Context: an optimization exercise on an open-source flow, tuned for small area. The choices shown serve that exercise and are no tape-out recipe.
RTL that was checked went through simulation tests only; none was proved equivalent to the original.
No activity file was given, so power comes from the tool's default toggle rates. The clock port is modelled as an ideal driver; clocking choices that lean on that would not hold on a real chip.

the reference run:
// ld19_frame_core
module ld19_frame_core (
    input  wire         clk,
    input  wire         rst,         
    input  wire         in_valid,
    input  wire         in_eos,
    input  wire [7:0]   in_data,
    output wire         in_ready,
    input  wire         resume,      
    output reg          ev_valid,
    output wire [2:0]   ev_kind,
    output wire [604:0] ev_payload
);
clock: 12.0 ns
lec_check: 0
cap_margin: 20
core_margin: 2
core_utilization: 60
slew_margin: 20
standard.sh (not shown) runs the stock make flow with config.mk's settings and CLKGATE_MAP_FILE= SYNTH_SCRIPT=/design/flow/synth_recipe.tcl, a recipe that flattens the netlist after the stock synthesis.
==> flow/flow/run.sh <==
#!/bin/bash
# Layout flow: the standard ORFS flow (standard.sh, with the standard
# synthesis, floorplan, power grid and tap cells), changed in two ways:
#  - every input and output port is still buffered, but by the smallest
#    buffer, sky130_fd_sc_hd__buf_1, instead of the default port buffer;
#  - clock tree synthesis clusters at most 18 flip-flops within 60 um per
#    clkbuf_8 leaf buffer and inserts no dummy loads.
# Each tool's full output stays in its own ORFS log under orfs/logs/; make's
# output goes to flow_make.log in this folder.
set -euo pipefail
export BUFFER_PORTS_ARGS="-buffer_cell sky130_fd_sc_hd__buf_1"
export CTS_ARGS="-sink_clustering_enable -repair_clock_nets -sink_clustering_size 18 -sink_clustering_max_diameter 60 -buf_list sky130_fd_sc_hd__clkbuf_8 -dont_use_dummy_load"
bash standard.sh > flow_make.log 2>&1
Here is what was changed in the inputs of the trial run compared with the reference run.
--- a/flow/design.v
+++ b/flow/design.v
@@ -44,18 +44,18 @@
     assign ev_kind = {~ph4[1] & nk2, ph4[1], ph4[0] | (~ph4[1] & nk0)};
     reg [95:0]  ra, rb, rc;    
     reg [47:0]  rd;            
     reg [31:0]  re;            
     reg [227:0] rg;            
     wire is_hdr = !in_eos && in_data == 8'h54;
-    wire ld_a = (take && !mode && !in_eos && in_data != 8'h54) || (take_byte && bcnt <= 6'd12) || (inv_pend && p0);
+    wire ld_a = (take && !mode && !is_hdr) || (take_byte && bcnt <= 6'd12) || (inv_pend && p0);
     wire ld_b = take_byte && bcnt >= 6'd13 && bcnt <= 6'd24;
     wire ld_c = take_byte && bcnt >= 6'd25 && bcnt <= 6'd36;
     wire ld_d = take_byte && bcnt >= 6'd37 && bcnt <= 6'd42;
     wire ld_e = take_byte && bcnt >= 6'd43 && bcnt <= 6'd46;
-    wire [7:0] da = inv_pend ? {2'b00, bcnt} : in_data;
+    wire [7:0] da = inv_pend ? {2'b00, bcnt} : (in_eos ? 8'd0 : in_data);
     genvar gi;
     wire p6  = (ph4 == 2'd2) && (ph3 == 2'd0);
     wire [15:0] s6 = {ra[8*0 +: 8], ra[8*1 +: 8]};
     wire [15:0] t_start = {ra[8*1 +: 8], ra[8*2 +: 8]};
     wire [15:0] t_end   = {in_data, rd[8*0 +: 8]};
     wire [15:0] nst = ~t_start;
The trial run reached the final stage; the timing, design-rule and antenna checks on its layout passed.
Diff the reference run..the trial run | count of endpoints failing hold in the final timing report | unchanged
Diff the trial run and the reference run: met2 routing resource usage after global routing higher in the reference run
In the trial run the total detailed-routing wirelength turned out 1.8% higher than in the reference run.
Net count of the finished layout for the trial run: 34 up relative to the reference run
The higher multi-input gate count of the trial run and the reference run is in the trial run.
Compared with the reference run, in the trial run clock network area share ~0 delta; final worst-path setup slack -0.053 ns; maximum operating frequency -about 0.6%.
Compared with the reference run, number of non-filler instances in the completed layout in the trial run increased slightly.

* * *

Another version of the RTL of ld19_frame_core (not shown whole).
For scale: ~620 I/O pins, about 0.018 mm2 of cells after synthesis.
## ld19_frame_core
module ld19_frame_core (
    input  wire         clk,
    input  wire         rst,         
    input  wire         in_valid,
    input  wire         in_eos,
    input  wire [7:0]   in_data,
    output wire         in_ready,
    input  wire         resume,      
    output reg          ev_valid,
    output wire [2:0]   ev_kind,
    output wire [604:0] ev_payload
);
clock: 12.0 ns
lec_check: 0
cap_margin: 20
core_margin: 2
core_utilization: 60
cts_cluster_diameter: 80
cts_cluster_size: 30
slew_margin: 20
==> flow/flow/run.sh <==
#!/bin/bash
# Layout flow: the standard ORFS flow, with every input and output port
# buffered by the smallest buffer (buf_1) instead of the default port buffer,
# and clock tree synthesis without dummy loads.
# Each tool's full output stays in the ORFS logs under orfs/logs; make's own
# output goes to flow_make.log in this folder.
set -euo pipefail
export BUFFER_PORTS_ARGS="-buffer_cell sky130_fd_sc_hd__buf_1"
export CTS_ARGS="-sink_clustering_enable -repair_clock_nets -sink_clustering_size 30 -sink_clustering_max_diameter 80 -dont_use_dummy_load"
bash standard.sh > flow_make.log 2>&1
==> next run, changes <==
--- a/flow/design.v
+++ b/flow/design.v
@@ -75,20 +75,19 @@
             ld19_fa u (.a(t_start[gi]), .b(t_start[gi-1]), .c(b3c[gi]), .s(b3[gi]), .co(b3c[gi+1]));
         end
     endgenerate
     assign b3[16] = t_start[15] ^ b3c[16];
     assign b3[17] = t_start[15] & b3c[16];
     wire [19:0] base;
     wire [19:0] bc;
-    wire [18:0] b3x = {1'b0, b3};
     assign base[2:0] = b3[2:0];
     assign bc[3] = 1'b0;
     generate
         for (gi = 3; gi < 19; gi = gi + 1) begin : g_b11
-            ld19_fa u (.a(b3x[gi]), .b(t_start[gi-3]), .c(bc[gi]), .s(base[gi]), .co(bc[gi+1]));
+            ld19_fa u (.a(b3[gi]), .b(t_start[gi-3]), .c(bc[gi]), .s(base[gi]), .co(bc[gi+1]));
         end
     endgenerate
     assign base[19] = bc[19];
     reg  [16:0] dreg;
     reg  [20:0] acc;
     wire        neg  = dreg[16];
     wire [17:0] k36  = 18'd36000 & {18{neg}};
The new run went through all stages and came out clean.
Cell area stays flat.
Total power shrinks by about 0.36%.
Global-route usage falls by 1.0 points.
Sequential share of layout area grows by 0.11 points.
Area after synthesis hardly moves.
Clock power barely changes.
Synthesized cell count grows by about 2.6%.
Routed wire length shrinks by about 3%.
Worst hold slack gets better by 0.030 ns.
Sequential power is about the same.
The RTL of the second run of this note was laid out without a check of its function.

* * *

Another version of the RTL of ld19_frame_core (not shown whole).
For scale: ~1200 cells after synthesis, roughly 670 flip-flops, about 620 I/O pins, about 18000 µm² of cells after synthesis.
export LEC_CHECK = 0
export CAP_MARGIN = 20
export CORE_MARGIN = 2
export CORE_UTILIZATION = 60
export SLEW_MARGIN = 20
create_clock -name core_clock -period 12.0 [get_ports {clk}]
==> flow/flow/run.sh <==
#!/bin/bash
# Layout flow: the standard ORFS flow, with every input and output port
# buffered by the smallest buffer (buf_1) instead of the default port buffer,
# and clock tree synthesis without dummy loads.
# Each tool's full output stays in the ORFS logs under orfs/logs; make's own
# output goes to flow_make.log in this folder.
set -euo pipefail
export BUFFER_PORTS_ARGS="-buffer_cell sky130_fd_sc_hd__buf_1"
export CTS_ARGS="-sink_clustering_enable -repair_clock_nets -sink_clustering_size 18 -sink_clustering_max_diameter 60 -buf_list sky130_fd_sc_hd__clkbuf_8 -dont_use_dummy_load"
bash standard.sh > flow_make.log 2>&1
The baseline passed the timing, design-rule and antenna checks.
==> next run, changes <==
--- a/flow/design.v
+++ b/flow/design.v
@@ -30,17 +30,16 @@
     reg       fresh;       
     reg       inv_pend;    
     reg       nk_v;        
     reg       nk2, nk0;    
     reg [7:0] crc;
     wire p0  = (ph4 == 2'd0) && (ph3 == 2'd0);
     wire p5  = (ph4 == 2'd1) && (ph3 == 2'd2);
     wire p11 = (ph4 == 2'd3) && (ph3 == 2'd2);
-    wire p4  = (ph4 == 2'd0) && (ph3 == 2'd1);
     wire p7  = (ph4 == 2'd3) && (ph3 == 2'd1);
     wire match = (ph4 == bcnt[1:0]) && (ph3 == n3);
     assign in_ready = !ended && !inv_pend && (mode ? match : (!fpend && !fresh && p0));
     wire take      = in_valid && in_ready && !rst;
     wire take_byte = take && mode && !in_eos;
     wire keep      = mode | fpend;
     assign ev_kind = {~ph4[1] & nk2, ph4[1], ph4[0] | (~ph4[1] & nk0)};
     reg [95:0]  ra, rb, rc;    
@@ -66,34 +65,32 @@
     generate
         for (gi = 0; gi < 16; gi = gi + 1) begin : g_diff
             ld19_fa u (.a(t_end[gi]), .b(nst[gi]), .c(dc[gi]), .s(ds[gi]), .co(dc[gi+1]));
         end
     endgenerate
     wire [16:0] diff = {~dc[16], ds};
     reg  [16:0] dreg;
     reg  [20:0] acc;
-    reg         pa;        
     reg         busy;      
     wire        win   = mode && bcnt >= 6'd6 && bcnt <= 6'd30;
     wire        lda   = p6 && win;
     wire        start = take_byte && bcnt == 6'd43;
-    wire        en   = pa | busy;
     wire        neg  = dreg[16];
     wire [17:0] k36  = 18'd36000 & {18{neg}};
     wire [17:0] dx18 = {dreg[16], dreg};
     wire [17:0] span;
     wire [18:0] sc;
     assign sc[0] = 1'b0;
     generate
         for (gi = 0; gi < 18; gi = gi + 1) begin : g_span
             ld19_fa u (.a(dx18[gi]), .b(k36[gi]), .c(sc[gi]), .s(span[gi]), .co(sc[gi+1]));
         end
     endgenerate
-    wire [20:0] sp21 = {{3{span[17]}}, span} & {21{en}};
+    wire [20:0] sp21 = {{3{span[17]}}, span};
     wire [20:0] asum;
     wire [21:0] ac;
     assign ac[0] = 1'b0;
     generate
         for (gi = 0; gi < 21; gi = gi + 1) begin : g_acc
             ld19_fa u (.a(acc[gi]), .b(sp21[gi]), .c(ac[gi]), .s(asum[gi]), .co(ac[gi+1]));
         end
     endgenerate
@@ -110,55 +107,49 @@
         end
     endgenerate
     wire [18:0] ang = {ahi[13:0], acc[4:0]};
     always @(posedge clk) begin
         if (lda)
             dreg <= {1'b0, s6};
         else if (start)
             dreg <= diff;
-        if (lda)
-            acc <= {5'd0, s6};
-        else
-            acc <= asum;
+        else if (p5 && !busy)
+            dreg <= 17'd0;
+        acc <= asum & {21{~lda}};
     end
     always @(posedge clk) begin
         ra <= {ra[87:0],  ({8{ld_a}} & da)      | ({8{keep}} & ra[95:88])};
         rb <= {rb[87:0],  ({8{ld_b}} & in_data) | ({8{keep}} & rb[95:88])};
         rc <= {rc[87:0],  ({8{ld_c}} & in_data) | ({8{keep}} & rc[95:88])};
         rd <= {rd[39:0],  ({8{ld_d}} & in_data) | ({8{keep}} & rd[47:40])};
         re <= {re[23:0],  ({8{ld_e}} & in_data) | ({8{keep}} & re[31:24])};
         rg <= {rg[208:0], (ang & {19{busy}}) | ({19{keep}} & rg[227:209])};
     end
     always @(posedge clk) begin
         if (rst) begin
             ph4      <= 2'd0;
             ph3      <= 2'd0;
             fresh    <= 1'b1;
-            pa       <= 1'b0;
             busy     <= 1'b0;
             mode     <= 1'b0;
             ended    <= 1'b0;
             fpend    <= 1'b0;
             inv_pend <= 1'b0;
             nk_v     <= 1'b0;
             ev_valid <= 1'b0;
         end else begin
             ph4 <= ph4 + 2'd1;
             ph3 <= (ph3 == 2'd2) ? 2'd0 : ph3 + 2'd1;
             ev_valid <= (p5 && fpend && !busy) || (p11 && nk_v) ||
                         (p0 && ev_valid && nk2 && !nk0);
             if (p5 && fpend && !busy) begin
                 fpend <= 1'b0;
                 fresh <= 1'b1;
             end
-            if (lda)
-                pa <= 1'b1;
-            else if (p4)
-                pa <= 1'b0;
             if (start)
                 busy <= 1'b1;
             else if (p7 || (take && in_eos))
                 busy <= 1'b0;
             if (p11)
                 nk_v <= 1'b0;
             if (p0)
                 fresh <= 1'b0;
Effect: Fmax barely changes; utilization went down by 0.23 points; cell count is lower by 0.50%; clock power came out lower by about 0.9%; setup slack is worse by 0.017 ns.

[port drivers added, routing unchanged]
The results above use ideal ports. As a check the final layouts listed here were re-extracted and re-timed, cells and wires unchanged. Step 1, drivers: a clkbuf_16 drives clk and a buf_2 each remaining input, both assumed. Step 2 moves the port delays by t, midway between the first and last clock arrival at a register: inputs arrive t later, outputs are due t later. That takes back most of the time a late clock gives input paths. a / b / c = ideal ports / drivers / drivers and shift; a / b = the first two.
run	shift t [ns]	setup slack, ns	worst hold slack (ns)	pins driven straight from the clock port
the reference run	0.608	3.610 / 3.610 / 3.610	0.339 / 0.339 / 0.339	1
the trial run	0.615	3.557 / 3.557 / 3.557	0.319 / 0.319 / 0.319	1
the first run of note 2	0.605	4.382 / 4.382 / 4.382	0.300 / 0.300 / 0.300	1
the second run of note 2	0.615	4.553 / 4.553 / 4.553	0.330 / 0.330 / 0.330	1
the first run of note 3	0.621	3.574 / 3.574 / 3.574	0.327 / 0.327 / 0.327	1
the second run of note 3	0.615	3.557 / 3.557 / 3.557	0.319 / 0.319 / 0.319	1
After both steps every run listed still meets setup and hold.
